What follows belongs to an exercise in optimizing a design on an open flow for small area, a short achievable clock period and few clock cycles per item; a production flow would make more cautious choices. At most, simulation tests tie the RTL to the original design; equivalence was not proved. Only the layout flow was run in runs 2 to 4; the RTL was not checked for function there.

[flow/design.v]
module v2c_coeff (
    input  wire [2:0] role,
    input  wire [2:0] range,
    output reg  [2:0] q,
    output reg  [7:0] k,
    output reg  [7:0] tb,
    output wire       d7
);
    reg [3:0] p;
    always @(*) begin
        case (role)
            3'd0: begin q = 3'd1; p = 4'd0; end                  
            3'd1: case (range)                                   
                3'd0:    begin q = 3'd7; p = 4'd7; end
                3'd1:    begin q = 3'd7; p = 4'd5; end
                3'd2:    begin q = 3'd6; p = 4'd4; end
                3'd3:    begin q = 3'd5; p = 4'd3; end
                3'd4:    begin q = 3'd4; p = 4'd2; end
                default: begin q = 3'd3; p = 4'd1; end
            endcase
            3'd2, 3'd3: case (range)                             
                3'd0:    begin q = 3'd6; p = 4'd8; end
                3'd1:    begin q = 3'd6; p = 4'd6; end
                3'd2:    begin q = 3'd5; p = 4'd5; end
                3'd3:    begin q = 3'd4; p = 4'd4; end
                3'd4:    begin q = 3'd3; p = 4'd3; end
                default: begin q = 3'd2; p = 4'd2; end
            endcase
            default: begin q = 3'd0; p = 4'd1; end               
        endcase
        k  = 8'd133 - {4'd0, p} - {4'd0, q, 1'b0};
        tb = 8'd150 - {4'd0, p};
    end
    assign d7 = (role == 3'd0) || (role == 3'd1);
endmodule
module v2c_cpa #(parameter W = 8) (
    input  wire [W-1:0] a,
    input  wire [W-1:0] b,
    input  wire         ci,
    output wire [W-1:0] s
);
    localparam NG = (W + 1) / 2;
    wire [2*NG-1:0] ae = {{(2*NG-W){1'b0}}, a};
    wire [2*NG-1:0] be = {{(2*NG-W){1'b0}}, b};
    wire [2*NG-1:0] p  = ae ^ be;
    wire [2*NG-1:0] g  = ae & be;
    wire [2*NG-1:0] se;
    wire [NG:0]     c;
    assign c[0] = ci;
    genvar i;
    generate for (i = 0; i < NG; i = i + 1) begin : grp
        wire cm = g[2*i] | (p[2*i] & c[i]);
        assign c[i+1]    = g[2*i+1] | (p[2*i+1] & g[2*i]) | (p[2*i+1] & p[2*i] & c[i]);
        assign se[2*i]   = p[2*i] ^ c[i];
        assign se[2*i+1] = p[2*i+1] ^ cm;
    end endgenerate
    assign s = se[W-1:0];
endmodule
module v2c_csa #(parameter W = 8) (
    input  wire [W-1:0] a,
    input  wire [W-1:0] b,
    input  wire [W-1:0] c,
    output wire [W-1:0] s,
    output wire [W-1:0] t       
);
    wire [W-1:0] mj = (a & b) | (a & c) | (b & c);
    assign s = a ^ b ^ c;
    assign t = {mj[W-2:0], 1'b0};
endmodule
module v2c_m4369 (
    input  wire [23:0] m,
    output wire [36:0] z
);
    wire [36:0] r0 = {13'b0, m};
    wire [36:0] r1 = {9'b0, m, 4'b0};
    wire [36:0] r2 = {5'b0, m, 8'b0};
    wire [36:0] r3 = {1'b0, m, 12'b0};
    wire [36:0] sa, ta, sb, tb;
    v2c_csa #(37) ca (.a(r0), .b(r1), .c(r2), .s(sa), .t(ta));
    v2c_csa #(37) cb (.a(sa), .b(ta), .c(r3), .s(sb), .t(tb));
    v2c_cpa #(37) ap (.a(sb), .b(tb), .ci(1'b0), .s(z));
endmodule
module v2c_unpack #(parameter UMAX = 21) (
    input  wire [31:0] f,
    input  wire [7:0]  kb,
    input  wire [7:0]  tb,
    output wire [23:0] m,
    output wire        sat,
    output wire        zero,
    output wire [4:0]  u,
    output wire        sticky,
    output wire        bad
);
    wire [7:0] ex  = f[30:23];
    wire       nz  = |ex;
    wire [7:0] exe = nz ? ex : 8'd1;
    assign m   = {nz, f[22:0]};
    assign bad = &ex;
    wire [8:0] us = {1'b0, kb} - {1'b0, exe};
    assign sat  = us[8];
    assign zero = !us[8] && (us[7:0] > UMAX);
    assign u    = us[4:0];
    wire [8:0] ts = {1'b0, tb} - {1'b0, exe};
    reg st;
    integer i;
    always @(*) begin
        st = 1'b0;
        for (i = 0; i < 24; i = i + 1)
            if (ts[8] == 1'b0 && ts[7:0] > i[7:0]) st = st | m[i];
    end
    assign sticky = st;
endmodule
module v2c_div7 #(parameter W = 20) (
    input  wire [W-1:0] n,
    output wire [W-1:0] quo
);
    wire [2:0] r [0:W];
    assign r[W] = 3'd0;
    genvar i;
    generate for (i = W - 1; i >= 0; i = i - 1) begin : st
        wire r2 = r[i+1][2], r1 = r[i+1][1], r0 = r[i+1][0], b = n[i];
        assign quo[i]  = r2 | (r1 & r0 & b);
        assign r[i][2] = r2 ? (r1 | (r0 & b)) : (r1 & !(r0 & b));
        assign r[i][1] = r2 ? (r0 ^ b)       : (r0 & !(r1 & b));
        assign r[i][0] = r2 ? !b             : (b & !(r1 & r0));
    end endgenerate
endmodule
module v2c_div3 #(parameter W = 20) (
    input  wire [W-1:0] n,
    output wire [W-1:0] quo
);
    wire [1:0] r [0:W];
    assign r[W] = 2'd0;
    genvar i;
    generate for (i = W - 1; i >= 0; i = i - 1) begin : st
        wire r1 = r[i+1][1], r0 = r[i+1][0], b = n[i];
        assign quo[i]  = r1 | (r0 & b);
        assign r[i][1] = (r0 & !b) | (r1 & b);
        assign r[i][0] = (!r1 & !r0 & b) | (r1 & !b);
    end endgenerate
endmodule
module smu_dac_conv (
    input  wire        clk,
    input  wire        rst,         
    input  wire        in_valid,
    output wire        in_ready,
    input  wire [3:0]  in_role,     
    input  wire [7:0]  in_range,    
    input  wire [31:0] in_x,        
    input  wire [31:0] in_cllv,     
    input  wire [31:0] in_clhv,     
    output wire        out_valid,
    input  wire        out_ready,
    output wire [15:0] out_code,
    output wire        out_err      
);
    localparam [2:0] CLLI = 3'd2, CLHI = 3'd3, CLLV = 3'd4, CLHV = 3'd5;
    localparam [20:0] CLLI_N = 21'd87381;
    localparam [20:0] CLHI_N = 21'd109226;
    localparam [2:0] CAP = 3'd5;       
    reg  [2:0] cnt;                    
    reg        rdy_r;
    wire       acc  = in_valid && rdy_r;
    wire       take;
    wire [2:0] cnt_up = cnt + 3'd1;
    wire [2:0] cnt_dn = cnt - 3'd1;
    always @(posedge clk) begin
        if (rst) begin
            cnt   <= 3'd0;
            rdy_r <= 1'b1;
        end else if (acc && !take) begin
            cnt   <= cnt_up;
            rdy_r <= (cnt < CAP - 3'd1);
        end else if (take && !acc) begin
            cnt   <= cnt_dn;
            rdy_r <= 1'b1;
        end
    end
    assign in_ready = rdy_r;
    reg        v0;
    reg [2:0]  role0, range0;
    reg        ok0;
    reg [31:0] x0, c0;
    always @(posedge clk) begin
        v0     <= acc && !rst;
        role0  <= in_role[2:0];
        range0 <= in_range[2:0];
        ok0    <= (in_role < 4'd6) && (in_range < 8'd6);
        x0     <= in_x;
        c0     <= (in_role[2:0] == CLLV) ? in_clhv : in_cllv;
    end
    wire [2:0] q;
    wire [7:0] k, tb;
    wire       d7;
    v2c_coeff u_coeff (.role(role0), .range(range0), .q(q), .k(k), .tb(tb), .d7(d7));
    wire [23:0] mx;
    wire [4:0]  ux;
    wire        satx, zerox, stkx, badx;
    v2c_unpack #(.UMAX(21)) u_upx (.f(x0), .kb(k), .tb(tb), .m(mx), .sat(satx),
                                   .zero(zerox), .u(ux), .sticky(stkx), .bad(badx));
    wire [36:0] zx;
    v2c_m4369 u_zx (.m(mx), .z(zx));
    reg  [43:0] ra, rb, rc;
    always @(*) begin
        case (q[1:0])
            2'd0:    begin ra = {1'b0, zx, 6'b0}; rb = 44'd0;              rc = 44'd0;            end
            2'd1:    begin ra = {1'b0, zx, 6'b0}; rb = {3'b0, zx, 4'b0};   rc = 44'd0;            end
            2'd2:    begin ra = {1'b0, zx, 6'b0}; rb = {2'b0, zx, 5'b0};   rc = {5'b0, zx, 2'b0}; end
            default: begin ra = {zx, 7'b0};       rb = ~{5'b0, zx, 2'b0};  rc = {7'b0, zx};       end
        endcase
    end
    wire [43:0] sw, tw, w;
    v2c_csa #(44) u_cw (.a(ra), .b(rb), .c(rc), .s(sw), .t(tw));
    v2c_cpa #(44) u_aw (.a(sw), .b(tw), .ci(q[1:0] == 2'd3), .s(w));
    wire [23:0] mc;
    wire [4:0]  uc;
    wire        satc, zeroc, stkc, badc;
    v2c_unpack #(.UMAX(17)) u_upc (.f(c0), .kb(8'd130), .tb(8'd149), .m(mc), .sat(satc),
                                   .zero(zeroc), .u(uc), .sticky(stkc), .bad(badc));
    wire [36:0] zc;
    v2c_m4369 u_zc (.m(mc), .z(zc));
    wire [17:0] nsc  = zeroc ? 18'd0 : (zc[36:19] >> uc);
    wire        ovfc = satc || nsc[17];
    wire        sgnc = c0[31];
    wire [20:0] bc   = (role0 == CLLV) ? 21'd93935 : 21'd102673;
    wire [20:0] ac   = sgnc ? ~{4'b0, nsc[16:0]} : {4'b0, nsc[16:0]};
    wire [20:0] ncs;
    v2c_cpa #(21) u_anc (.a(bc), .b(ac), .ci(sgnc && !stkc), .s(ncs));
    wire [20:0] nc   = ovfc ? (sgnc ? 21'h1FFFFF : 21'h0FFFFF) : ncs;
    wire [20:0] nb   = role0[2] ? nc : (role0[0] ? CLHI_N : CLLI_N);
    reg        va;
    reg        d7a, q2a, sgna, sata, zeroa, stka, erra, lowa, uppa;
    reg [4:0]  ua;
    reg [43:0] wa;
    reg [20:0] nba;
    always @(posedge clk) begin
        va    <= v0 && !rst;
        d7a   <= d7;
        q2a   <= q[2];
        erra  <= !ok0 || badx || (role0[2] && badc);
        lowa  <= (role0 == CLLI) || (role0 == CLLV);
        uppa  <= (role0 == CLHI) || (role0 == CLHV);
        sgna  <= x0[31];
        sata  <= satx;
        zeroa <= zerox;
        stka  <= stkx;
        ua    <= ux;
        wa    <= w;
        nba   <= nb;
    end
    wire [52:0] p0 = {wa, 9'b0};
    wire [52:0] p1 = {2'b0, wa, 7'b0};
    wire [52:0] p2 = ~{5'b0, wa, 4'b0};
    wire [52:0] p3 = {9'b0, wa};
    wire [52:0] s5a, t5a, s5b, t5b, p625;
    v2c_csa #(53) u_c5a (.a(p0), .b(p1), .c(p2), .s(s5a), .t(t5a));
    v2c_csa #(53) u_c5b (.a(s5a), .b(t5a), .c(p3), .s(s5b), .t(t5b));
    v2c_cpa #(53) u_a5 (.a(s5b), .b(t5b), .ci(1'b1), .s(p625));
    wire [21:0] ph  = q2a ? p625[52:31] : {1'b0, wa[43:23]};
    wire [21:0] nsh = zeroa ? 22'd0 : (ph >> ua);
    wire        ovf = sata || (|nsh[21:19]);
    wire [20:0] bx  = d7a ? 21'd229376 : 21'd98304;
    wire [20:0] axn = sgna ? ~{2'b0, nsh[18:0]} : {2'b0, nsh[18:0]};
    wire [20:0] nxs;
    v2c_cpa #(21) u_anx (.a(bx), .b(axn), .ci(sgna && !stka), .s(nxs));
    wire [20:0] nx  = ovf ? (sgna ? 21'h1FFFFF : 21'h0FFFFF) : nxs;
    reg        vb;
    reg        d7b, errb, lowb, uppb;
    reg [20:0] nxb, nbb;
    always @(posedge clk) begin
        vb   <= va && !rst;
        d7b  <= d7a;
        errb <= erra;
        lowb <= lowa;
        uppb <= uppa;
        nxb  <= nx;
        nbb  <= nba;
    end
    wire        below = $signed(nxb) < $signed(nbb);
    wire        selb  = (lowb && !below) || (uppb && below);
    wire [20:0] n3    = selb ? nbb : nxb;
    wire [19:0] q7, q3;
    v2c_div7 #(.W(20)) u_d7 (.n(nxb[19:0]), .quo(q7));
    v2c_div3 #(.W(20)) u_d3 (.n(n3[19:0]), .quo(q3));
    wire [19:0] quo   = d7b ? q7 : q3;
    wire        neg   = d7b ? nxb[20] : n3[20];
    wire [15:0] code  = neg ? 16'd0 : ((|quo[19:16]) ? 16'hFFFF : quo[15:0]);
    wire [16:0] res   = errb ? 17'h10000 : {1'b0, code};
    reg        ov;
    reg [16:0] ob;                      
    reg [16:0] bm [0:3];
    reg [1:0]  bwr, brd;
    reg [2:0]  bcnt;
    assign take = ov && out_ready;
    wire       ofree = !ov || out_ready;
    wire       bpush = vb && (!ofree || bcnt != 3'd0);
    wire       bpop  = ofree && bcnt != 3'd0;
    always @(posedge clk) begin
        if (rst) begin
            ov   <= 1'b0;
            bwr  <= 2'd0;
            brd  <= 2'd0;
            bcnt <= 3'd0;
        end else begin
            if (ofree) begin
                if (bcnt != 3'd0) begin
                    ov <= 1'b1;
                    ob <= bm[brd];
                end else begin
                    ov <= vb;
                    ob <= res;
                end
            end
            if (bpush) begin
                bm[bwr] <= res;
                bwr     <= bwr + 2'd1;
            end
            if (bpop) brd <= brd + 2'd1;
            bcnt <= bcnt + {2'b0, bpush} - {2'b0, bpop};
        end
    end
    assign out_valid = ov;
    assign out_code  = ob[15:0];
    assign out_err   = ob[16];
endmodule
[flow/run.sh]
#!/bin/bash
# synth_recipe.tcl (not shown) runs the flow's synth.tcl, then flattens the netlist and writes it again
# the make line also repeats each setting of config.mk as NAME=value (left out here)
make -C /OpenROAD-flow-scripts/flow DESIGN_CONFIG=/design/flow/config.mk WORK_HOME=/design/flow/orfs CLKGATE_MAP_FILE= SYNTH_SCRIPT=/design/flow/synth_recipe.tcl finish
[flow/config.mk]
export PLATFORM = sky130hd
export DESIGN_NAME = smu_dac_conv
export DESIGN_NICKNAME = smu_dac_conv
export VERILOG_FILES = /design/flow/design.v
export SDC_FILE = /design/flow/constraint.sdc
export NUM_CORES = 4
export LEC_CHECK = 0
export ABC_AREA = 1
export CAP_MARGIN = 20
export CORE_MARGIN = 2
export CORE_UTILIZATION = 40
export SLEW_MARGIN = 20
[flow/constraint.sdc]
create_clock -name core_clock -period 40.0 [get_ports {clk}]
set_input_delay 8.0000 -clock core_clock [delete_from_list [all_inputs] [get_ports {clk}]]
set_output_delay 8.0000 -clock core_clock [all_outputs]
set_load 0.01 [all_outputs]
==> reports/metrics.sh, run 1 <==
RUN_STATUS='complete, no violations'
PIN_COUNT_OF_THE_BIGGEST_NET_ENTERING_GLOBAL_ROUTING=85
CP_ENDPOINT_KIND='flip-flop'
CLOCK_TREE_FROM_TRITONCTS='yes'
CRITICAL_PATH_DATA_REQUIRED_TIME_NS=40.51
INITIAL_UTILIZATION_PCT=40.4
SYN-INSTANCE-COUNT=3535
SETUP.WORST_PATH.START_CLASS='primary input'
BOUNDARYPINS=131
CRITICAL-PATH-TOP-CELL-BY-COUNT='sky130_fd_sc_hd__inv_1'
DPL_CELL_AREA_MM2=0.0306
CLK_TRANSITION_REPORTED_PATHS_NS=0.06
ANTENNA_FOUND_INITIAL=0
CTS_BUFFERS=37
POSTCTSSETUPBUFFERS=0
ANTENNA_CELL_COUNT=0
HOLDBUFCOUNTCTS=0
DETAIL-ROUTE-ANTENNA-NETS=0
CLOCK_SKEW_NS=0.0229
SYNTH_CELL_TYPE_COUNT=64
NUMPLACEDINSTANCES=4540
CLK_PATH_BUF_DEPTH=3
CLOCK_TREE.ROOT_CELL='sky130_fd_sc_hd__clkbuf_16'
CLOCK_LATENCY_NS=0.58
DRCVIOLATIONCOUNT=0
ASYNCSETRESETFLOPFRACSYNTH_PCT=0
CRIT_PATH_CELL_TRACE='clkdlybuf4s50_1 > o21ai_0 > nand2_1 > ha_1 > inv_1 > ha_1 > inv_1 > fa_1 > inv_1 > o21ai_0 > a21oi_1'
SLEW_VIOLATIONS=0
TOTAL_ROUTING_RESOURCE_UTILIZATION_AFTER_GLOBAL_ROUTING_PCT=18.0
VIAS_AFTER_DETAILED_ROUTING=22520
SYNTH.AVG_CELL_AREA_UM2=8.01
TOP_FLIP_FLOP_CELL_BY_INSTANCE_COUNT_AFTER_SYNTHESIS='sky130_fd_sc_hd__dfxtp_1'
SYNTH-EDFF-COUNT=85
VIAS_PER_CELL=4.89
AREAGROWTHSYNTHTOFINISH_PCT=12.7
INITIALDRTVIOLATIONCOUNT=1586
WL_UM=65000
WORST_PIN_SLEW_NS=0.937
CORE-AREA_MM2=0.0700
FINALCOREUTILIZATION_PCT=45.5
MAX_CAP_VIOLATIONS=0
FINALINSTANCEAREA_MM2=0.0319
CRITICAL-PATH-SLOWEST-CELL='sky130_fd_sc_hd__clkdlybuf4s50_1'
YOSYS_WARNINGS=6
MIN_PERIOD_OVER_PERIOD_PCT=24.1
SEQCELLAREA_MM2=0.00682
FIN_SETUP_TNS_NS=0
YOSYSSEQAREASHARE_PCT=24.1
DESIGN.FINAL.NETS=4291
NUM_ROWS=97
PORT-BUFFER-COUNT=130
MULTIINPUTGATEAREA_MM2=0.0186
OVERFLOW=0
DETAILEDROUTE.FIRSTPASSITERATIONCOUNT=6
FIRST_GLOBAL_VIAS=22074
HPWL_UM=52800
WORST_EP_ARRIVAL_TIME_NS=10.15
CP_MAX_FO=5
SYNTHESIS.AREA_MM2=0.0283
MAX_FREQ_MHz=104
FINALSETUPVIOLATIONS=0
LAYOUT.FILLER_CELLS=6934
PERIOD_NEEDED_NS=9.64
FLOORPLAN.DIE.HEIGHT_UM=270
SETUP_REPAIR_AFTER_GLOBAL_ROUTING_MISSED_ITS_MARGIN='no'
PATH_DELAY_FAMILY='adder cells'
DESIGN.DIE.AREA_MM2=0.0729
SYNTH_FP_NETS=4187
PATH_CATEGORY_OF_THE_WORST_MIN_DELAY_CHECK='reg -> reg'
FINALHOLDVIOLATIONS=0
MAX_STAGE_DELAY_NS=0.44
TIGHTEST_SLEW_MARGIN_RELATIVE_TO_THE_LIMIT_PCT=37.5
FINAL_CELL_COUNT_NO_FILL=4607
SYNTH.FF_LATCH_COUNT=298
SHARE_OF_POST_ROUTE_CELLS_WITH_DRIVE_STRENGTH_ABOVE_1_PCT=6.57
GRT_PASS1_WL_UM=110000
HTREE_DEPTH=2
TRITONCTS_NUM_SINKS=298
CRITPATHKIND='in -> reg'
DETAIL_ROUTE.WL_PER_CELL_UM=14.1
DIE_W_UM=270
PATH_BUF_INV=4
CTS_RESIZED=0
ROUTABILITY_CONGESTION_ESTIMATE=0.893
[registers in the layout (all words and copies together) (netlist names), 2 cells and up, named ones only]
| signal | count |
|---|---|
| bm | 68 |
| wa | 44 |
| c0 | 32 |
| x0 | 32 |
| nba | 21 |
| nbb | 21 |
| nxb | 21 |
| ob | 17 |
| ua | 5 |
| bcnt | 3 |
| cnt | 3 |
| range0 | 3 |
| role0 | 3 |
| brd | 2 |
| bwr | 2 |
[cell families after synthesis]
family                     share of synthesized area, %
adders and majority gates                          30.2
and+or+nand+nor                                    16.5
muxes                                              1.66
AOI/OAI and AO/OA                                  13.6
xor gates and xnor gates                           3.71
buffers and inverters                              10.3
DFF                                                24.1
[metrics by stage]
step / hold WS (ns) / setup slack, ns
floorplan: 0.310 / 30.44
global placement: 0.310 / 29.81
detailed placement: 0.312 / 29.76
CTS: 0.313 / 30.38
global route: 0.323 / 30.20
finish: 0.316 / 30.36
[Yosys cell counts, drive strengths merged, types with 2 or more instances]
cell type	number	area (um2)
mux2	32	360
xnor2	36	315
a21o	11	82.6
a221oi	8	70.1
a41oi	2	17.5
fa	238	4760
a22oi	3	22.5
o21ai	312	1670
dfxtp	213	4260
and3	3	18.8
o221ai	10	87.6
buf	22	123
nand2	621	2390
a211oi	8	60.1
o2111ai	2	17.5
nand4	35	219
ha	302	3780
o211ai	10	98.8
or2	25	161
nor2	261	1010
edfxtp	85	2550
nor3	14	75.1
mux2i	11	110
nor4	7	43.8
o21bai	11	82.6
xor2	84	736
a32o	3	30.0
inv	676	2540
o22ai	50	313
a21oi	189	965
o31ai	6	45.0
a211o	3	26.3
nand3	135	711
o21a	7	55.1
clkbuf	64	240
clkinv	4	15.0
a21boi	2	30.0
a31oi	24	150
nand3b	2	15.0
[cells in the final DEF (no fill, tap or decap), types with 7 or more instances in the layout]
cell type	Yosys	layout
sky130_fd_sc_hd__a211oi_1	8	8
sky130_fd_sc_hd__a21o_1	11	11
sky130_fd_sc_hd__a21oi_1	184	184
sky130_fd_sc_hd__a221oi_1	8	8
sky130_fd_sc_hd__a31oi_1	24	24
sky130_fd_sc_hd__buf_4	3	21
sky130_fd_sc_hd__clkbuf_16	0	37
sky130_fd_sc_hd__clkbuf_8	0	8
sky130_fd_sc_hd__clkdlybuf4s50_1	0	130
sky130_fd_sc_hd__dfxtp_1	213	213
sky130_fd_sc_hd__edfxtp_1	85	85
sky130_fd_sc_hd__fa_1	238	238
sky130_fd_sc_hd__ha_1	302	302
sky130_fd_sc_hd__inv_1	647	647
sky130_fd_sc_hd__inv_2	29	29
sky130_fd_sc_hd__mux2_2	32	32
sky130_fd_sc_hd__mux2i_1	11	11
sky130_fd_sc_hd__nand2_1	602	601
sky130_fd_sc_hd__nand2_2	17	18
sky130_fd_sc_hd__nand3_1	128	128
sky130_fd_sc_hd__nand3_2	7	7
sky130_fd_sc_hd__nand4_1	35	35
sky130_fd_sc_hd__nor2_1	251	251
sky130_fd_sc_hd__nor2_2	9	9
sky130_fd_sc_hd__nor3_1	13	13
sky130_fd_sc_hd__nor4_1	7	7
sky130_fd_sc_hd__o211ai_1	7	7
sky130_fd_sc_hd__o21ai_0	277	277
sky130_fd_sc_hd__o21ai_1	12	12
sky130_fd_sc_hd__o21ai_2	20	20
sky130_fd_sc_hd__o21bai_1	11	11
sky130_fd_sc_hd__o221ai_1	10	10
sky130_fd_sc_hd__o22ai_1	50	50
sky130_fd_sc_hd__or2_2	18	18
sky130_fd_sc_hd__xnor2_1	36	36
sky130_fd_sc_hd__xor2_1	84	84
[worst paths after layout]
check	slack, ns	from	end	depth (start not counted)
max	30.36	out_ready	bcnt[2]$_SDFF_PP0_	11
min	0.32	uppa$_DFF_P_	uppb$_DFF_P_	0
max reg2reg	31.28	x0[1]$_DFF_P_	wa[42]$_DFF_P_	44
min reg2reg	0.32	uppa$_DFF_P_	uppb$_DFF_P_	0
[layer usage]
metal	wire length [um]	vias up	track usage [%]
met5	0	-	0
met4	1570	0	4.74
met3	2940	104	2.60
met2	28300	473	29.0
met1	32200	10308	25.4
li1	-	11635	-
[area by class of cell]
class / count / area share [%]
Clock buffer: 49 / 3.30
Clock inverter: 18 / 0.797
Inverter: 680 / 8.01
Multi-Input combinational cell: 2471 / 58.2
Sequential cell: 298 / 21.4
Tap cell: 940 / 3.69
Timing Repair Buffer: 151 / 4.58
Testbench counts, summed over its fixed seeds: cycles 4,832, items 4,800.
==> inputs of run 2 (changes only) <==
--- a/flow/design.v
+++ b/flow/design.v
@@ -102,11 +102,11 @@
     assign u    = us[4:0];
-    wire [8:0] ts = {1'b0, tb} - {1'b0, exe};
-    reg st;
-    integer i;
-    always @(*) begin
-        st = 1'b0;
-        for (i = 0; i < 24; i = i + 1)
-            if (ts[8] == 1'b0 && ts[7:0] > i[7:0]) st = st | m[i];
-    end
-    assign sticky = st;
+    wire [8:0]  ts = {1'b0, tb} - {1'b0, exe};
+    wire [24:0] suf;
+    assign suf[0] = 1'b0;
+    genvar i;
+    generate for (i = 1; i <= 24; i = i + 1) begin : sf
+        assign suf[i] = suf[i-1] | m[i-1];
+    end endgenerate
+    wire [4:0] tc = ts[8] ? 5'd0 : ((ts[7:0] > 8'd24) ? 5'd24 : ts[4:0]);
+    assign sticky = suf[tc];
 endmodule
@@ -157,6 +157,7 @@
     localparam [2:0] CLLI = 3'd2, CLHI = 3'd3, CLLV = 3'd4, CLHV = 3'd5;
-    localparam [20:0] CLLI_N = 21'd87381;
-    localparam [20:0] CLHI_N = 21'd109226;
-    localparam [2:0] CAP = 3'd5;       
-    reg  [2:0] cnt;                    
+    localparam [20:0] CLLI_Z = -21'sd10923;
+    localparam [20:0] CLHI_Z = 21'sd10922;
+    localparam [20:0] ZNEG = -21'sd524288;
+    localparam [20:0] ZPOS = 21'sd524287;
+    reg  [4:0] ct;
     reg        rdy_r;
@@ -164,13 +165,11 @@
     wire       take;
-    wire [2:0] cnt_up = cnt + 3'd1;
-    wire [2:0] cnt_dn = cnt - 3'd1;
     always @(posedge clk) begin
         if (rst) begin
-            cnt   <= 3'd0;
+            ct    <= 5'd0;
             rdy_r <= 1'b1;
         end else if (acc && !take) begin
-            cnt   <= cnt_up;
-            rdy_r <= (cnt < CAP - 3'd1);
+            ct    <= {ct[3:0], 1'b1};
+            rdy_r <= !ct[3];
         end else if (take && !acc) begin
-            cnt   <= cnt_dn;
+            ct    <= {1'b0, ct[4:1]};
             rdy_r <= 1'b1;
@@ -224,8 +223,9 @@
     wire        sgnc = c0[31];
-    wire [20:0] bc   = (role0 == CLLV) ? 21'd93935 : 21'd102673;
+    wire [20:0] bc   = (role0 == CLLV) ? -21'sd4369 : 21'sd4369;
     wire [20:0] ac   = sgnc ? ~{4'b0, nsc[16:0]} : {4'b0, nsc[16:0]};
-    wire [20:0] ncs;
-    v2c_cpa #(21) u_anc (.a(bc), .b(ac), .ci(sgnc && !stkc), .s(ncs));
-    wire [20:0] nc   = ovfc ? (sgnc ? 21'h1FFFFF : 21'h0FFFFF) : ncs;
-    wire [20:0] nb   = role0[2] ? nc : (role0[0] ? CLHI_N : CLLI_N);
+    wire [20:0] tcs;
+    v2c_cpa #(21) u_anc (.a(bc), .b(ac), .ci(sgnc && !stkc), .s(tcs));
+    wire [20:0] tc   = ovfc ? (sgnc ? ZNEG : ZPOS) : tcs;
+    wire [20:0] zb   = role0[2] ? tc : (role0[0] ? CLHI_Z : CLLI_Z);
+    wire [20:0] wb   = x0[31] ? ~zb : zb;
     reg        va;
@@ -234,3 +234,3 @@
     reg [43:0] wa;
-    reg [20:0] nba;
+    reg [20:0] wba;
     always @(posedge clk) begin
@@ -248,3 +248,3 @@
         wa    <= w;
-        nba   <= nb;
+        wba   <= wb;
     end
@@ -261,10 +261,13 @@
     wire        ovf = sata || (|nsh[21:19]);
-    wire [20:0] bx  = d7a ? 21'd229376 : 21'd98304;
-    wire [20:0] axn = sgna ? ~{2'b0, nsh[18:0]} : {2'b0, nsh[18:0]};
-    wire [20:0] nxs;
-    v2c_cpa #(21) u_anx (.a(bx), .b(axn), .ci(sgna && !stka), .s(nxs));
-    wire [20:0] nx  = ovf ? (sgna ? 21'h1FFFFF : 21'h0FFFFF) : nxs;
+    wire [18:0] nab = nsh[18:0];
+    wire [20:0] axn = sgna ? ~{2'b0, nab} : {2'b0, nab};
+    wire [20:0] txs = axn + {20'd0, sgna && !stka};
+    wire [20:0] tx  = ovf ? (sgna ? ZNEG : ZPOS) : txs;
+    wire [20:0] zbb   = sgna ? ~wba : wba;
+    wire        gt    = wba[20] || (nab > wba[18:0]);
+    wire        below = ovf ? sgna : (sgna ? gt : !gt);
+    wire        selb  = (lowa && !below) || (uppa && below);
     reg        vb;
-    reg        d7b, errb, lowb, uppb;
-    reg [20:0] nxb, nbb;
+    reg        d7b, errb;
+    reg [20:0] zsb;
     always @(posedge clk) begin
@@ -273,16 +276,11 @@
         errb <= erra;
-        lowb <= lowa;
-        uppb <= uppa;
-        nxb  <= nx;
-        nbb  <= nba;
+        zsb  <= selb ? zbb : tx;
     end
-    wire        below = $signed(nxb) < $signed(nbb);
-    wire        selb  = (lowb && !below) || (uppb && below);
-    wire [20:0] n3    = selb ? nbb : nxb;
+    wire [5:0]  nbh = zsb[20:15] + (d7b ? 6'd7 : 6'd3);
+    wire [20:0] nsb = {nbh, zsb[14:0]};
     wire [19:0] q7, q3;
-    v2c_div7 #(.W(20)) u_d7 (.n(nxb[19:0]), .quo(q7));
-    v2c_div3 #(.W(20)) u_d3 (.n(n3[19:0]), .quo(q3));
+    v2c_div7 #(.W(20)) u_d7 (.n(nsb[19:0]), .quo(q7));
+    v2c_div3 #(.W(20)) u_d3 (.n(nsb[19:0]), .quo(q3));
     wire [19:0] quo   = d7b ? q7 : q3;
-    wire        neg   = d7b ? nxb[20] : n3[20];
-    wire [15:0] code  = neg ? 16'd0 : ((|quo[19:16]) ? 16'hFFFF : quo[15:0]);
+    wire [15:0] code  = nsb[20] ? 16'd0 : ((|quo[19:16]) ? 16'hFFFF : quo[15:0]);
     wire [16:0] res   = errb ? 17'h10000 : {1'b0, code};
@@ -292,7 +290,13 @@
     reg [1:0]  bwr, brd;
-    reg [2:0]  bcnt;
+    reg [3:0]  bt;
     assign take = ov && out_ready;
     wire       ofree = !ov || out_ready;
-    wire       bpush = vb && (!ofree || bcnt != 3'd0);
-    wire       bpop  = ofree && bcnt != 3'd0;
+    wire       bne   = bt[0];
+    wire [3:0] bt_f  = (bne && !vb) ? {1'b0, bt[3:1]} : bt;     
+    wire [3:0] bt_h  = vb ? {bt[2:0], 1'b1} : bt;               
+    wire [1:0] brd_f  = bne ? brd + 2'd1 : brd;
+    wire [1:0] bwr_f  = (vb && bne) ? bwr + 2'd1 : bwr;
+    wire [1:0] bwr_h  = vb ? bwr + 2'd1 : bwr;
+    wire [16:0] onext = bne ? bm[brd] : res;
+    wire       bpush = vb && (!ofree || bne);
     always @(posedge clk) begin
@@ -302,19 +306,15 @@
             brd  <= 2'd0;
-            bcnt <= 3'd0;
+            bt   <= 4'd0;
         end else begin
             if (ofree) begin
-                if (bcnt != 3'd0) begin
-                    ov <= 1'b1;
-                    ob <= bm[brd];
-                end else begin
-                    ov <= vb;
-                    ob <= res;
-                end
-            end
-            if (bpush) begin
-                bm[bwr] <= res;
-                bwr     <= bwr + 2'd1;
+                ov   <= bne || vb;
+                ob   <= onext;
+                bt   <= bt_f;
+                brd  <= brd_f;
+                bwr  <= bwr_f;
+            end else begin
+                bt   <= bt_h;
+                bwr  <= bwr_h;
             end
-            if (bpop) brd <= brd + 2'd1;
-            bcnt <= bcnt + {2'b0, bpush} - {2'b0, bpop};
+            if (bpush) bm[bwr] <= res;
         end
==> run 2 against run 1 <==
Against the previous run:
- clock skew up 0.0041 ns
- global-route usage up 0.58 points
- synthesized cell count up 4.0%
- flip-flop and latch count down 21
- first-iteration DRC count down 25%
- utilization about the same
==> reports/metrics.sh, run 2 <==
MAX_FLOP_REGISTER='bm'
DESIGN.FINAL.NETS=4411
DIE_W_UM=271
NETLIST_TOP_CELLS_COUNT='sky130_fd_sc_hd__nand2_1, sky130_fd_sc_hd__inv_1, sky130_fd_sc_hd__o21ai_0'
ASYNCSETRESETFLOPFRACSYNTH_PCT=0
RUN_STATUS='complete, no violations'
SYNTH_TOP_CELLS_BY_AREA='sky130_fd_sc_hd__fa_1, sky130_fd_sc_hd__dfxtp_1, sky130_fd_sc_hd__ha_1'
FIN_SETUP_TNS_NS=0
OVERFLOW=0
ANTENNA_CELL_COUNT=0
VIAS_AFTER_DETAILED_ROUTING=23290
DETAIL_ROUTE.WL_PER_CELL_UM=14.2
PATH_CATEGORY_OF_THE_WORST_MIN_DELAY_CHECK='reg -> reg'
AREAGROWTHSYNTHTOFINISH_PCT=12.3
FINALSETUPVIOLATIONS=0
MOSTFREQUENTLAYOUTCELLS='sky130_fd_sc_hd__nand2_1, sky130_fd_sc_hd__inv_1, sky130_fd_sc_hd__o21ai_0'
CLOCK_LATENCY_NS=0.56
CTS_BUFFERS=34
SYNTH_FP_NETS=4319
TOTAL_ROUTING_RESOURCE_UTILIZATION_AFTER_GLOBAL_ROUTING_PCT=18.6
SYNTH_TOP_AREA_CELL='sky130_fd_sc_hd__fa_1'
PIN_COUNT_OF_THE_BIGGEST_NET_ENTERING_GLOBAL_ROUTING=93
NETLIST.AREA_LEADER.SHARE_PCT=16.8
NUM_ROWS=97
CLK_TRANSITION_REPORTED_PATHS_NS=0.06
SYNTH.AVG_CELL_AREA_UM2=7.73
CRIT_PATH_CELL_TRACE='clkdlybuf4s50_1 > nor2_1 > inv_1 > a21oi_1 > nand2_1 > nor2_1 > buf_4'
SYNTH-COMPOUND-AREA-SHARE_PCT=13.5
FINALINSTANCEAREA_MM2=0.0319
SYN-INSTANCE-COUNT=3678
SYNTH-EDFF-COUNT=85
CLOCK_TREE_FROM_TRITONCTS='yes'
BOUNDARYPINS=131
ANTENNA_FOUND_INITIAL=1
LARGEST_REGISTERS_RANKED_BY_FLIP_FLOP_COUNT='bm x68, wa x44'
SYNTH_CELL_TYPE_COUNT=63
CRITICAL-PATH-TOP-CELL-BY-COUNT='sky130_fd_sc_hd__nor2_1'
CLOCK_TREE.ROOT_CELL='sky130_fd_sc_hd__clkbuf_16'
CLK_PATH_BUF_DEPTH=3
TIGHTEST_SLEW_MARGIN_RELATIVE_TO_THE_LIMIT_PCT=32.4
MAX_FREQ_MHz=105
HPWL_UM=54900
DPL_CELL_AREA_MM2=0.0307
YOSYS.CELL_COUNT.TOP_TYPE='sky130_fd_sc_hd__nand2_1'
YOSYSSEQAREASHARE_PCT=22.5
SYNTHESIS.AREA_MM2=0.0284
SETUP.WORST_PATH.START_CLASS='primary input'
WL_UM=67300
LARGEST_REG_FLOPS=68
HTREE_DEPTH=2
PATH_DELAY_FAMILY='buffers and inverters'
WORST_PIN_SLEW_NS=1.01
DETAILEDROUTE.FIRSTPASSITERATIONCOUNT=5
INITIAL_UTILIZATION_PCT=40.5
VIAS_PER_CELL=4.92
CTS_RESIZED=0
PORT-BUFFER-COUNT=130
HOLDBUFCOUNTCTS=0
SLEW_VIOLATIONS=0
YOSYS_WARNINGS=4
POSTCTSSETUPBUFFERS=0
SYNTH.FF_LATCH_COUNT=277
CRITICAL-PATH-SLOWEST-CELL='sky130_fd_sc_hd__clkdlybuf4s50_1'
SYNTH_TOP_FAMILY_BY_AREA='adder cells'
PATH_BUF_INV=3
SYNTHSIMPLEGATEAREAFRAC_PCT=18.3
PERIOD_NEEDED_NS=9.50
LAYOUT.CELLS.MOST_COMMON='sky130_fd_sc_hd__nand2_1'
CLOCK_SKEW_NS=0.0270
ROUTABILITY_CONGESTION_ESTIMATE=0.945
TRITONCTS_NUM_SINKS=277
SYNTH-ADDER-AREA-SHARE_PCT=29.6
GRT_PASS1_WL_UM=113000
WORST_EP_ARRIVAL_TIME_NS=9.73
DRCVIOLATIONCOUNT=0
CRITPATHKIND='in -> reg'
FLOORPLAN.DIE.HEIGHT_UM=271
INITIALDRTVIOLATIONCOUNT=1183
YOSYS.AREA_SHARE.XOR_XNOR_PCT=4.35
CORE-AREA_MM2=0.0701
FIRST_GLOBAL_VIAS=22927
CP_ENDPOINT_KIND='flip-flop'
SHARE_OF_POST_ROUTE_CELLS_WITH_DRIVE_STRENGTH_ABOVE_1_PCT=5.51
DETAIL-ROUTE-ANTENNA-NETS=0
FINALHOLDVIOLATIONS=0
TOP_FLIP_FLOP_CELL_BY_INSTANCE_COUNT_AFTER_SYNTHESIS='sky130_fd_sc_hd__dfxtp_1'
MAX_STAGE_DELAY_NS=0.42
CP_MAX_FO=17
MAX_CAP_VIOLATIONS=0
DESIGN.DIE.AREA_MM2=0.0732
CRITICAL_PATH_DATA_REQUIRED_TIME_NS=40.23
FINALCOREUTILIZATION_PCT=45.5
SETUP_REPAIR_AFTER_GLOBAL_ROUTING_MISSED_ITS_MARGIN='no'
MIN_PERIOD_OVER_PERIOD_PCT=23.8
SYNTH.MUX.AREA_FRACTION_PCT=1.58
run 2: cell count changes after synthesis, sizes merged, moves of 11 or more:
| cell | delta |
|---|---|
| a21oi | +19 |
| clkbuf | +13 |
| dfxtp | -21 |
| ha | -11 |
| nand2 | +122 |
| nand3 | +27 |
| o21ai | +17 |
| o22ai | -12 |
| xor2 | +16 |
run 2: final cells by class:
type / count / area [um2]
Fill cell: 7159 / 38200
Multi-Input combinational cell: 2630 / 19100
Sequential cell: 277 / 6400
Inverter: 675 / 2530
Timing Repair Buffer: 152 / 1470
Tap cell: 940 / 1180
Clock buffer: 44 / 972
Clock inverter: 18 / 240
run 2: worst register-to-register path, delay by kind of cell, from the launching register on:
family          cells  cell delay, ns
simple gates       53            3.99
xor+xnor            2            0.33
buf+inv             7            0.44
flops               1            0.40
compound gates     13            2.13
fa+ha+maj           5            1.93
run 2: kinds of logic after synthesis:
family	Yosys count
and+or+nand+nor	1240
DFF	277
buffers and inverters	771
AOI/OAI and AO/OA	681
xor gates and xnor gates	139
adders and majority gates	529
muxes	41
run 2: path summary, 6_finish.rpt:
path	from	end	slack (ns)	cells past startpoint
worst max register to register	wa[2]$_DFF_P_	zsb[18]$_DFF_P_	30.64	80
worst min register to register	d7a$_DFF_P_	d7b$_DFF_P_	0.33	0
worst max-delay path	out_ready	bm[3][7]$_DFFE_PP_	30.50	7
worst min-delay path	d7a$_DFF_P_	d7b$_DFF_P_	0.33	0
run 2: layer usage:
| metal | part of all wire (%) | up-vias | routed length (um) | global-route usage, % |
|---|---|---|---|---|
| li1 | - | 12058 | - | - |
| met1 | 47 | 10575 | 31900 | 25.1 |
| met2 | 45 | 543 | 30600 | 31.1 |
| met3 | 4.3 | 112 | 2870 | 2.33 |
| met4 | 2.9 | 2 | 1940 | 5.68 |
| met5 | 0.016 | - | 11 | 0 |
run 2: through the flow:
| stage | cells | setup WS, ns | hold WS (ns) |
|---|---|---|---|
| floorplan | 3678 | 30.15 | 0.310 |
| global placement | 4674 | 29.97 | 0.314 |
| detailed placement | 4674 | 29.93 | 0.313 |
| CTS | 4736 | 30.44 | 0.326 |
| global route | 4736 | 29.34 | 0.333 |
| finish | 4736 | 30.50 | 0.326 |
==> inputs of run 3 (changes only) <==
--- a/flow/config.mk
+++ b/flow/config.mk
@@ -11,2 +11,3 @@
 export CORE_UTILIZATION = 40
+export CTS_BUF_LIST = sky130_fd_sc_hd__clkbuf_4 sky130_fd_sc_hd__clkbuf_8
 export SLEW_MARGIN = 20
==> run 3 against run 2 <==
Against the previous run:
- still clean on timing, DRC and antenna
- non-clock buffer count did not move
- wire length about the same
- via count is 0.13% higher
- synthesized cell count unchanged
- clock skew up 0.035 ns
- worst setup slack got worse by 0.061 ns
- critical path depth fell by 6
- area after synthesis is the same
- global-route usage barely moved
- sequential share of layout area rose by 0.11 points
- largest cell class unchanged
==> reports/metrics.sh, run 3 <==
TRITONCTS_NUM_SINKS=277
FIN_SETUP_TNS_NS=0
DIE_W_UM=271
DESIGN.FINAL.NETS=4426
YOSYS.CELL_COUNT.TOP_TYPE='sky130_fd_sc_hd__nand2_1'
SETUP_REPAIR_AFTER_GLOBAL_ROUTING_MISSED_ITS_MARGIN='no'
SYNTHESIS.AREA_MM2=0.0284
PATH_BUF_INV=1
ASYNCSETRESETFLOPFRACSYNTH_PCT=0
INITIALDRTVIOLATIONCOUNT=1307
PLACE_WS_NS=29.93
SYNTH-EDFF-COUNT=85
CLOCK_LATENCY_NS=0.67
CTS_BUFFERS=49
ROUTABILITY_CONGESTION_ESTIMATE=0.945
HOLDBUFCOUNTCTS=0
MAX_FREQ_MHz=105
WORST_PIN_SLEW_NS=1.01
TOTAL_ROUTING_RESOURCE_UTILIZATION_AFTER_GLOBAL_ROUTING_PCT=18.7
CORE-AREA_MM2=0.0701
TIGHTEST_SLEW_MARGIN_RELATIVE_TO_THE_LIMIT_PCT=32.0
WL_MET3_UM=3140
TOP_FLIP_FLOP_CELL_BY_INSTANCE_COUNT_AFTER_SYNTHESIS='sky130_fd_sc_hd__dfxtp_1'
OVERFLOW=0
LARGEST_REG_FLOPS=68
SLACK_OF_THE_WORST_REG_TO_REG_PATH_NS=30.69
CP_MAX_FO=3
LAYOUT.FILLER_CELLS=7206
PORT-BUFFER-COUNT=130
RR_ENDPOINT='zsb[18]$_DFF_P_'
SYN-INSTANCE-COUNT=3678
PATH_CATEGORY_OF_THE_WORST_MIN_DELAY_CHECK='reg -> reg'
VIAS_PER_CELL=4.89
SETUP.WORST_PATH.START_CLASS='flip-flop'
NETLIST_TOP_CELLS_COUNT='sky130_fd_sc_hd__nand2_1, sky130_fd_sc_hd__inv_1, sky130_fd_sc_hd__o21ai_0'
TIMING.RR.START='wa[2]$_DFF_P_'
TOP_LAYER_USED='met5'
SETUP_WS_NS=30.43
CLK_PATH_BUF_DEPTH=3
CRIT_PATH_CELL_TRACE='clkdlybuf4s50_1'
MAX_CAP_VIOLATIONS=0
SLEW_VIOLATIONS=0
BOUNDARYPINS=131
DETAILEDROUTE.FIRSTPASSITERATIONCOUNT=6
SYNTH_CELL_TYPE_COUNT=63
DRCVIOLATIONCOUNT=0
MAX_STAGE_DELAY_NS=0.55
CLOCK_TREE_FROM_TRITONCTS='yes'
LARGEST_REGISTERS_RANKED_BY_FLIP_FLOP_COUNT='bm x68, wa x44'
MAX_FLOP_REGISTER='bm'
CRITICAL-PATH-SLOWEST-CELL='sky130_fd_sc_hd__clkdlybuf4s50_1'
HOLDWS_NS=0.328
SYNTH.AVG_CELL_AREA_UM2=7.73
NUMPLACEDINSTANCES=4674
FINALHOLDVIOLATIONS=0
VIAS_AFTER_DETAILED_ROUTING=23320
REG2REGPATHDEPTH=80
CLOCK_SKEW_NS=0.0625
PIN_COUNT_OF_THE_BIGGEST_NET_ENTERING_GLOBAL_ROUTING=93
PERIOD_NEEDED_NS=9.57
FINALSETUPVIOLATIONS=0
WORSTSETUPPATHDEPTH=1
MOSTFREQUENTLAYOUTCELLS='sky130_fd_sc_hd__nand2_1, sky130_fd_sc_hd__inv_1, sky130_fd_sc_hd__o21ai_0'
HTREE_DEPTH=2
DETAIL-ROUTE-ANTENNA-NETS=0
GRT_PASS1_WL_UM=114000
MIN_PERIOD_OVER_PERIOD_PCT=23.9
POSTCTSSETUPBUFFERS=0
CTS_RESIZED=0
RUN_STATUS='complete, no violations'
SYNTH_FP_NETS=4319
SYNTH_TOP_CELLS_BY_AREA='sky130_fd_sc_hd__fa_1, sky130_fd_sc_hd__dfxtp_1, sky130_fd_sc_hd__ha_1'
NETLIST.AREA_LEADER.SHARE_PCT=16.8
MET2WIRELENGTH_UM=30700
CRITICAL_PATH_DATA_REQUIRED_TIME_NS=32.00
CLK_TRANSITION_REPORTED_PATHS_NS=0.06
SHARE_OF_POST_ROUTE_CELLS_WITH_DRIVE_STRENGTH_ABOVE_1_PCT=6.22
FINAL_CELL_COUNT_NO_FILL=4765
FIRST_GLOBAL_VIAS=23022
MET1_LENGTH_UM=31800
LAYOUT.CELLS.MOST_COMMON='sky130_fd_sc_hd__nand2_1'
YOSYSSEQAREASHARE_PCT=22.5
TIMING.CRITICAL_PATH.FROM='rdy_r$_SDFFE_PP1P_'
WL_UM=67300
INITIAL_UTILIZATION_PCT=40.5
SYNTH_TOP_AREA_CELL='sky130_fd_sc_hd__fa_1'
CP_ENDPOINT_KIND='output pin'
DETAIL_ROUTE.WL_PER_CELL_UM=14.1
NUM_ROWS=97
TIMING.CRITICAL_PATH.TO='in_ready'
CRITPATHKIND='reg -> out'
AREAGROWTHSYNTHTOFINISH_PCT=11.7
WORST_EP_ARRIVAL_TIME_NS=1.57
HPWL_UM=54900
PATH_DELAY_FAMILY='buffers and inverters'
FLOORPLAN.DIE.HEIGHT_UM=271
ANTENNA_FOUND_INITIAL=2
DESIGN.DIE.AREA_MM2=0.0732
CLOCK_TREE.ROOT_CELL='sky130_fd_sc_hd__clkbuf_8'
YOSYS_WARNINGS=4
SYNTH.FF_LATCH_COUNT=277
-- run 3: worst register-to-register path: cells and delay by family, from the launching register on --
family	cells	cell delay, ns
buffers and inverters	7	0.44
adder cells (fa/ha/maj)	5	1.93
XOR/XNOR	2	0.33
AND/OR/NAND/NOR	53	3.98
flip-flops	1	0.40
AO/OA/AOI/OAI	13	2.12
-- run 3: worst min path at each step --
stage | start | endpoint | depth (start not counted)
after floorplan | d7a$_DFF_P_ | d7b$_DFF_P_ | 0
after global placement | d7a$_DFF_P_ | d7b$_DFF_P_ | 0
after detailed placement | d7a$_DFF_P_ | d7b$_DFF_P_ | 0
after CTS | d7a$_DFF_P_ | d7b$_DFF_P_ | 0
after global routing | d7a$_DFF_P_ | d7b$_DFF_P_ | 0
final | d7a$_DFF_P_ | d7b$_DFF_P_ | 0
-- run 3: metrics by stage --
step / cell area [um2] / utilization [%]
finish: 31700 / 45.3
global route: 31700 / 45.3
CTS: 31700 / 45.2
detailed placement: 30700 / 43.8
global placement: 30700 / 43.8
floorplan: 28400 / -
-- run 3: cell families (layout without fill, tap and decap cells) --
| kind of cell | after synthesis | in the layout | share of synthesized area, % |
|---|---|---|---|
| AND/OR/NAND/NOR | 1240 | 1240 | 18.3 |
| buffers and inverters | 771 | 917 | 10.2 |
| AO/OA/AOI/OAI | 681 | 681 | 13.5 |
| adder cells (fa/ha/maj) | 529 | 529 | 29.6 |
| flip-flops | 277 | 277 | 22.5 |
| XOR/XNOR | 139 | 139 | 4.35 |
| multiplexers | 41 | 41 | 1.58 |
| other | 0 | 1 | 0 |
-- run 3: metal layers --
metal	vias to the layer above	track usage, %
met5	-	0
met4	2	5.21
met3	107	2.66
met2	537	31.2
met1	10581	25.1
li1	12093	-
-- run 3: cell type report --
type	count	area [um2]	area share [%]
multi-input cells	2630	19100	60.3
flip-flops and latches	277	6400	20.1
inverters	675	2530	7.98
repair buffers	152	1470	4.62
well taps	940	1180	3.70
clock buffers	61	783	2.47
clock inverters	29	248	0.780
diodes	1	2.50	0.00788
==> inputs of run 4 (changes only) <==
==> flow/flow/run.sh (new file) <==
#!/bin/bash
# The standard layout, with plain buffers (sky130_fd_sc_hd__buf_1) on the ports
# instead of the delay buffers buffer_ports picks by default.
set -euo pipefail
bash standard.sh "BUFFER_PORTS_ARGS=-buffer_cell sky130_fd_sc_hd__buf_1" finish > standard.log 2>&1
==> flow/standard.sh (new file) <==
#!/bin/bash
# synth_recipe.tcl (not shown) runs the flow's synth.tcl, then flattens the netlist and writes it again
# the make line also repeats each setting of config.mk as NAME=value (left out here)
make -C /OpenROAD-flow-scripts/flow DESIGN_CONFIG=/design/flow/config.mk WORK_HOME=/design/flow/orfs CLKGATE_MAP_FILE= SYNTH_SCRIPT=/design/flow/synth_recipe.tcl "${@:-finish}"
removed: flow/run.sh
==> run 4 against run 3 <==
Against the previous run:
- first-iteration DRC count shrank 1.1%
- utilization decreased by 1.2 points
- clock skew fell by 0.0012 ns
- area after synthesis unchanged
- still clean
- final area fell by 2.6%
- worst hold slack improved by 0.0019 ns
- via count increased by 0.36%
==> reports/metrics.sh, run 4 <==
SETUP.WORST_PATH.START_CLASS='primary input'
CRITICAL_PATH_DATA_REQUIRED_TIME_NS=40.32
VIAS_AFTER_DETAILED_ROUTING=23405
SYNTH_FP_NETS=4319
LARGEST_REGISTERS_RANKED_BY_FLIP_FLOP_COUNT='bm x68, wa x44'
CTS_RESIZED=0
HTREE_DEPTH=2
CRITPATHKIND='in -> reg'
HPWL_UM=54800
PIN_COUNT_OF_THE_BIGGEST_NET_ENTERING_GLOBAL_ROUTING=93
DETAIL-ROUTE-ANTENNA-NETS=0
POSTCTSSETUPBUFFERS=0
CLK_PATH_BUF_DEPTH=3
CLOCK_LATENCY_NS=0.66
YOSYS.CELL_COUNT.TOP_TYPE='sky130_fd_sc_hd__nand2_1'
YOSYSSEQAREASHARE_PCT=22.5
WORST_EP_ARRIVAL_TIME_NS=9.83
LAYOUT.FILLER_CELLS=7205
WORST_PIN_SLEW_NS=1.02
ANTENNA_FOUND_INITIAL=3
CLK_TRANSITION_REPORTED_PATHS_NS=0.06
FINAL_CELL_COUNT_NO_FILL=4765
VIAS_PER_CELL=4.91
GRT.MET3_USAGE_PCT=2.41
AREAGROWTHSYNTHTOFINISH_PCT=8.80
LAYOUT.CELLS.MOST_COMMON='sky130_fd_sc_hd__nand2_1'
FIN_SETUP_TNS_NS=0
DESIGN.FINAL.NETS=4426
DIE_W_UM=271
HOLDWS_NS=0.330
SLEW_VIOLATIONS=0
SYNTH.AVG_CELL_AREA_UM2=7.73
PATH_CATEGORY_OF_THE_WORST_MIN_DELAY_CHECK='reg -> reg'
OVERFLOW=0
SYNTH.FF_LATCH_COUNT=277
FIRST_GLOBAL_VIAS=23279
CLOCK_TREE_FROM_TRITONCTS='yes'
NETLIST_TOP_CELLS_COUNT='sky130_fd_sc_hd__nand2_1, sky130_fd_sc_hd__inv_1, sky130_fd_sc_hd__o21ai_0'
CORE-AREA_MM2=0.0701
ASYNCSETRESETFLOPFRACSYNTH_PCT=0
CP_ENDPOINT_KIND='flip-flop'
TRITONCTS_NUM_SINKS=277
HOLD_DEPTH=0
SEQCELLAREA_MM2=0.00640
NUMPLACEDINSTANCES=4673
LARGEST_REG_FLOPS=68
MIN_PERIOD_OVER_PERIOD_PCT=23.8
SYNTH-EDFF-COUNT=85
CLOCK_SKEW_NS=0.0613
SYNTHESIS.AREA_MM2=0.0284
GRT-BUSIEST-LAYER='met2'
DESIGN.DIE.AREA_MM2=0.0732
INITIAL_UTILIZATION_PCT=40.5
SYNTH_TOP_AREA_CELL='sky130_fd_sc_hd__fa_1'
FLOORPLAN.DIE.HEIGHT_UM=271
HOLDBUFCOUNTCTS=0
GRT_PASS1_WL_UM=114000
GRT_USE_MET1_PCT=25.3
FINALCOREUTILIZATION_PCT=44.1
NETLIST.AREA_LEADER.SHARE_PCT=16.8
WL_UM=67500
YOSYS_WARNINGS=4
CP_MAX_FO=10
MOSTFREQUENTLAYOUTCELLS='sky130_fd_sc_hd__nand2_1, sky130_fd_sc_hd__inv_1, sky130_fd_sc_hd__o21ai_0'
ROUTABILITY_CONGESTION_ESTIMATE=0.905
MAX_CAP_VIOLATIONS=0
SHARE_OF_POST_ROUTE_CELLS_WITH_DRIVE_STRENGTH_ABOVE_1_PCT=6.15
DETAIL_ROUTE.WL_PER_CELL_UM=14.2
CTS_BUFFERS=49
MAX_FLOP_REGISTER='bm'
BOUNDARYPINS=131
REG2REGPATHDEPTH=79
INITIALDRTVIOLATIONCOUNT=1293
PERIOD_NEEDED_NS=9.51
TOTAL_ROUTING_RESOURCE_UTILIZATION_AFTER_GLOBAL_ROUTING_PCT=18.7
SETUP_REPAIR_AFTER_GLOBAL_ROUTING_MISSED_ITS_MARGIN='no'
CLOCK_TREE.ROOT_CELL='sky130_fd_sc_hd__clkbuf_8'
TOP_FLIP_FLOP_CELL_BY_INSTANCE_COUNT_AFTER_SYNTHESIS='sky130_fd_sc_hd__dfxtp_1'
MULTIINPUTGATEAREA_MM2=0.0191
FINALHOLDVIOLATIONS=0
RUN_STATUS='complete, no violations'
MAX_FREQ_MHz=105
PORT-BUFFER-COUNT=130
GRTUSAGEMET2_PCT=31.3
SYN-INSTANCE-COUNT=3678
SYNTH_CELL_TYPE_COUNT=63
TIGHTEST_SLEW_MARGIN_RELATIVE_TO_THE_LIMIT_PCT=31.2
DRCVIOLATIONCOUNT=0
NUM_ROWS=97
SYNTH_TOP_CELLS_BY_AREA='sky130_fd_sc_hd__fa_1, sky130_fd_sc_hd__dfxtp_1, sky130_fd_sc_hd__ha_1'
FINALSETUPVIOLATIONS=0
DETAILEDROUTE.FIRSTPASSITERATIONCOUNT=7
-- run 4: cell type report --
cell class / instances / share of cell area [%]
clock inverters: 19 / 0.562
flip-flops and latches: 277 / 20.7
multi-input cells: 2630 / 61.9
repair buffers: 152 / 2.11
inverters: 675 / 8.19
well taps: 940 / 3.80
diodes: 4 / 0.0324
clock buffers: 68 / 2.74
-- run 4: logic make-up after synthesis --
| logic type | count (synthesis) | share of synthesized area (%) |
|---|---|---|
| and+or+nand+nor | 1240 | 18.3 |
| AOI/OAI and AO/OA | 681 | 13.5 |
| muxes | 41 | 1.58 |
| adders and majority gates | 529 | 29.6 |
| buffers and inverters | 771 | 10.2 |
| xor gates and xnor gates | 139 | 4.35 |
| DFF | 277 | 22.5 |
-- run 4: metal layers --
metal	routed length, um	vias up
met5	26	-
met4	1640	4
met3	3160	105
met2	30600	519
met1	32100	10684
li1	-	12093
-- run 4: through the flow --
| stage | instance area [um2] | setup WS [ns] |
|---|---|---|
| 2_1_floorplan | 28400 | 30.15 |
| 3_3_place_gp | 29900 | 29.84 |
| 3_5_place_dp | 29900 | 29.79 |
| 4_1_cts | 30900 | 30.48 |
| 5_1_grt | 30900 | 29.46 |
| 6_report | 30900 | 30.49 |
-- run 4: worst max-delay path, stage by stage --
cell                      delay (ns)
sky130_fd_sc_hd__buf_1          0.09
sky130_fd_sc_hd__nor2_1         0.25
sky130_fd_sc_hd__inv_1          0.13
sky130_fd_sc_hd__a21oi_1        0.28
sky130_fd_sc_hd__nand2_1        0.18
sky130_fd_sc_hd__nor2_1         0.57
sky130_fd_sc_hd__buf_4          0.32
-- run 4: final timing paths --
check | start | endpoint | slack, ns
setup reg to reg | wa[2]$_DFF_P_ | zsb[0]$_DFF_P_ | 30.74
hold reg to reg | d7a$_DFF_P_ | d7b$_DFF_P_ | 0.33
setup / recovery | out_ready | bm[2][11]$_DFFE_PP_ | 30.49
hold / removal | d7a$_DFF_P_ | d7b$_DFF_P_ | 0.33
==> inputs of run 5 (changes only) <==
--- a/flow/design.v
+++ b/flow/design.v
@@ -300,3 +300,2 @@
     wire [16:0] onext = bne ? bm[brd] : res;
-    wire       bpush = vb && (!ofree || bne);
     always @(posedge clk) begin
@@ -318,3 +317,3 @@
             end
-            if (bpush) bm[bwr] <= res;
+            if (vb) bm[bwr] <= res;
         end
==> run 5 against run 4 <==
Against the previous run:
- still clean on timing, DRC and antenna
- critical path depth rose by 71
- non-clock buffer count rose by 1
- final area rose by 0.30%
- wire length fell by 1.4%
- synthesized cell count rose by 0.52%
- count of clock-buffer cells in the layout did not move
- flip-flop and latch count did not move
- largest cell class unchanged
==> reports/metrics.sh, run 5 <==
RUN_STATUS='complete, no violations'
GRT_PASS1_WL_UM=114000
TOP_FLIP_FLOP_CELL_BY_INSTANCE_COUNT_AFTER_SYNTHESIS='sky130_fd_sc_hd__dfxtp_1'
NUMPLACEDINSTANCES=4691
LAYOUT.CELLS.MOST_COMMON='sky130_fd_sc_hd__nand2_1'
WORST_EP_ARRIVAL_TIME_NS=9.99
DESIGN.FINAL.NETS=4443
MAX_FLOP_REGISTER='bm'
SLEW_VIOLATIONS=0
SYNTH_CELL_TYPE_COUNT=60
VIAS_PER_CELL=4.87
HTREE_DEPTH=2
PORT-BUFFER-COUNT=130
NETLIST_TOP_CELLS_COUNT='sky130_fd_sc_hd__nand2_1, sky130_fd_sc_hd__inv_1, sky130_fd_sc_hd__ha_1'
SYNTH_FP_NETS=4338
BOUNDARYPINS=131
PERIOD_NEEDED_NS=9.50
SYNTH.FF_LATCH_COUNT=277
ANTENNA_FOUND_INITIAL=1
SYNTH.AVG_CELL_AREA_UM2=7.72
DETAIL-ROUTE-ANTENNA-NETS=0
DETAIL_ROUTE.WL_PER_CELL_UM=13.9
SLACK_OF_THE_WORST_REG_TO_REG_PATH_NS=30.50
TIMING.CRITICAL_PATH.FROM='wa[2]$_DFF_P_'
FINALSETUPVIOLATIONS=0
FINAL_CELL_COUNT_NO_FILL=4782
CTS_RESIZED=0
CORE-AREA_MM2=0.0703
ROUTABILITY_CONGESTION_ESTIMATE=0.890
MOSTFREQUENTLAYOUTCELLS='sky130_fd_sc_hd__nand2_1, sky130_fd_sc_hd__inv_1, sky130_fd_sc_hd__ha_1'
CRITICAL-PATH-TOP-CELL-BY-COUNT='sky130_fd_sc_hd__nand2_1'
SETUP.WORST_PATH.START_CLASS='flip-flop'
FIRST_GLOBAL_VIAS=23023
NUM_ROWS=97
CLOCK_LATENCY_NS=0.64
TOTAL_ROUTING_RESOURCE_UTILIZATION_AFTER_GLOBAL_ROUTING_PCT=18.6
TIMING.CRITICAL_PATH.TO='zsb[11]$_DFF_P_'
YOSYS_WARNINGS=4
FINALHOLDVIOLATIONS=0
REG2REGPATHDEPTH=78
CP_MAX_FO=13
CLOCK_TREE.ROOT_CELL='sky130_fd_sc_hd__clkbuf_8'
PATH_CATEGORY_OF_THE_WORST_MIN_DELAY_CHECK='reg -> reg'
VIAS_AFTER_DETAILED_ROUTING=23303
CRITICAL_PATH_DATA_REQUIRED_TIME_NS=40.49
HPWL_UM=53800
MAX_CAP_VIOLATIONS=0
CLOCK_SKEW_NS=0.0328
CLOCK_TREE_FROM_TRITONCTS='yes'
SYNTH-EDFF-COUNT=85
DESIGN.DIE.AREA_MM2=0.0735
WL_UM=66500
TIGHTEST_SLEW_MARGIN_RELATIVE_TO_THE_LIMIT_PCT=33.2
CLK_PATH_BUF_DEPTH=3
CLK_TRANSITION_REPORTED_PATHS_NS=0.06
LAYOUT.FILLER_CELLS=7106
FIN_SETUP_TNS_NS=0
DETAILEDROUTE.FIRSTPASSITERATIONCOUNT=6
SYNTH_TOP_AREA_CELL='sky130_fd_sc_hd__fa_1'
CRITPATHKIND='reg -> reg'
OVERFLOW=0
INITIALDRTVIOLATIONCOUNT=1622
TIMING.RR.START='wa[2]$_DFF_P_'
NETLIST.AREA_LEADER.SHARE_PCT=16.7
run 5: changes by cell type after synthesis, moves of 9 or more:
cell,change
sky130_fd_sc_hd__nand2_1,+19
sky130_fd_sc_hd__o21ai_1,-9
sky130_fd_sc_hd__o21ai_0,-28
sky130_fd_sc_hd__nor3_1,-11
sky130_fd_sc_hd__nor2_1,+14
sky130_fd_sc_hd__inv_1,+11
run 5: cell families after synthesis:
kind of cell | Yosys count | synth area share (%)
multiplexers | 43 | 1.65
AND/OR/NAND/NOR | 1258 | 18.4
adder cells (fa/ha/maj) | 529 | 29.5
flip-flops | 277 | 22.4
buffers and inverters | 781 | 10.3
AO/OA/AOI/OAI | 672 | 13.5
XOR/XNOR | 137 | 4.27
run 5: per-stage QoR:
stage	utilization (%)	worst slack, ns	area (um2)	hold WS, ns
floorplan	-	30.66	28500	0.310
finish	44.1	30.50	31000	0.325
global placement	42.7	30.62	30000	0.311
CTS	44.1	30.47	31000	0.325
detailed placement	42.7	30.45	30000	0.312
global route	44.1	29.21	31000	0.358
run 5: cell type report:
cell class | count | area [um2] | share of cell area (%)
well taps | 940 | 1180 | 3.79
multi-input cells | 2639 | 19200 | 61.9
diodes | 5 | 12.5 | 0.0403
flip-flops and latches | 277 | 6400 | 20.6
clock buffers | 68 | 861 | 2.78
inverters | 682 | 2560 | 8.25
repair buffers | 153 | 661 | 2.13
clock inverters | 18 | 149 | 0.480
run 5: worst min-delay path by stage:
stage                   to  slack, ns   startpoint  cells past startpoint
2_1_floorplan  d7b$_DFF_P_       0.31  d7a$_DFF_P_                      0
5_1_grt        d7b$_DFF_P_       0.36  d7a$_DFF_P_                      0
3_3_place_gp   d7b$_DFF_P_       0.31  d7a$_DFF_P_                      0
3_5_place_dp   d7b$_DFF_P_       0.31  d7a$_DFF_P_                      0
4_1_cts        d7b$_DFF_P_       0.33  d7a$_DFF_P_                      0
6_report       d7b$_DFF_P_       0.33  d7a$_DFF_P_                      0
run 5: metal layers:
metal | GRT usage [%] | vias up | wire (um) | share of wire, %
met5 | 0 | - | 0 | 0
met4 | 4.32 | 0 | 1380 | 2.1
met3 | 2.15 | 92 | 2740 | 4.1
met2 | 30.1 | 492 | 28900 | 43
met1 | 26.4 | 10579 | 33500 | 50
li1 | - | 12140 | - | -
run 5: critical path, delay by kind of cell (launching register included):
kind                       cells  cell delay, ns
and+or+nand+nor               53            3.25
AOI/OAI and AO/OA             11            2.44
adders and majority gates      5            1.94
buffers and inverters          5            0.74
DFF                            1            0.39
muxes                          2            0.38
xor gates and xnor gates       2            0.23
Testbench counts of run 5, summed over its fixed seeds: cycles 4,832, items 4,800.

==> re-timing with driven ports <==
No port has a modelled driver above. Below, the same layouts with a new extraction and two added sets of constraints.
Step 1 (the two cells are an assumption about what drives the block):
set clk [get_ports {clk}]
set_driving_cell -lib_cell sky130_fd_sc_hd__clkbuf_16 $clk
set_driving_cell -lib_cell sky130_fd_sc_hd__buf_2 [delete_from_list [all_inputs] $clk]
Step 2 adds t to the input delays and takes it off the output delays; t is the mean of the earliest and latest rising clock arrival at the registers after step 1. Input paths then give back, and output paths get back, about the clock's delay inside the block.
a / b / c = ideal / step 1 / step 2; a / b = the first two.
| run | t, ns | slack for setup (ns) | cell pins on the clock port's net |
|---|---|---|---|
| run 1 | 0.626 | 30.357 / 30.389 / 29.763 | 1 |
| run 2 | 0.607 | 30.496 / 30.466 / 29.925 | 1 |
| run 3 | 0.693 | 30.435 / 30.377 / 29.887 | 1 |
| run 4 | 0.688 | 30.486 / 30.527 / 29.839 | 1 |
| run 5 | 0.682 | 30.498 / 30.498 / 30.498 | 1 |
After both steps every run listed still meets setup and hold. For run 4, which loses most, drivers alone change the setup slack by +0.041 ns; drivers and shift together by -0.647 ns.
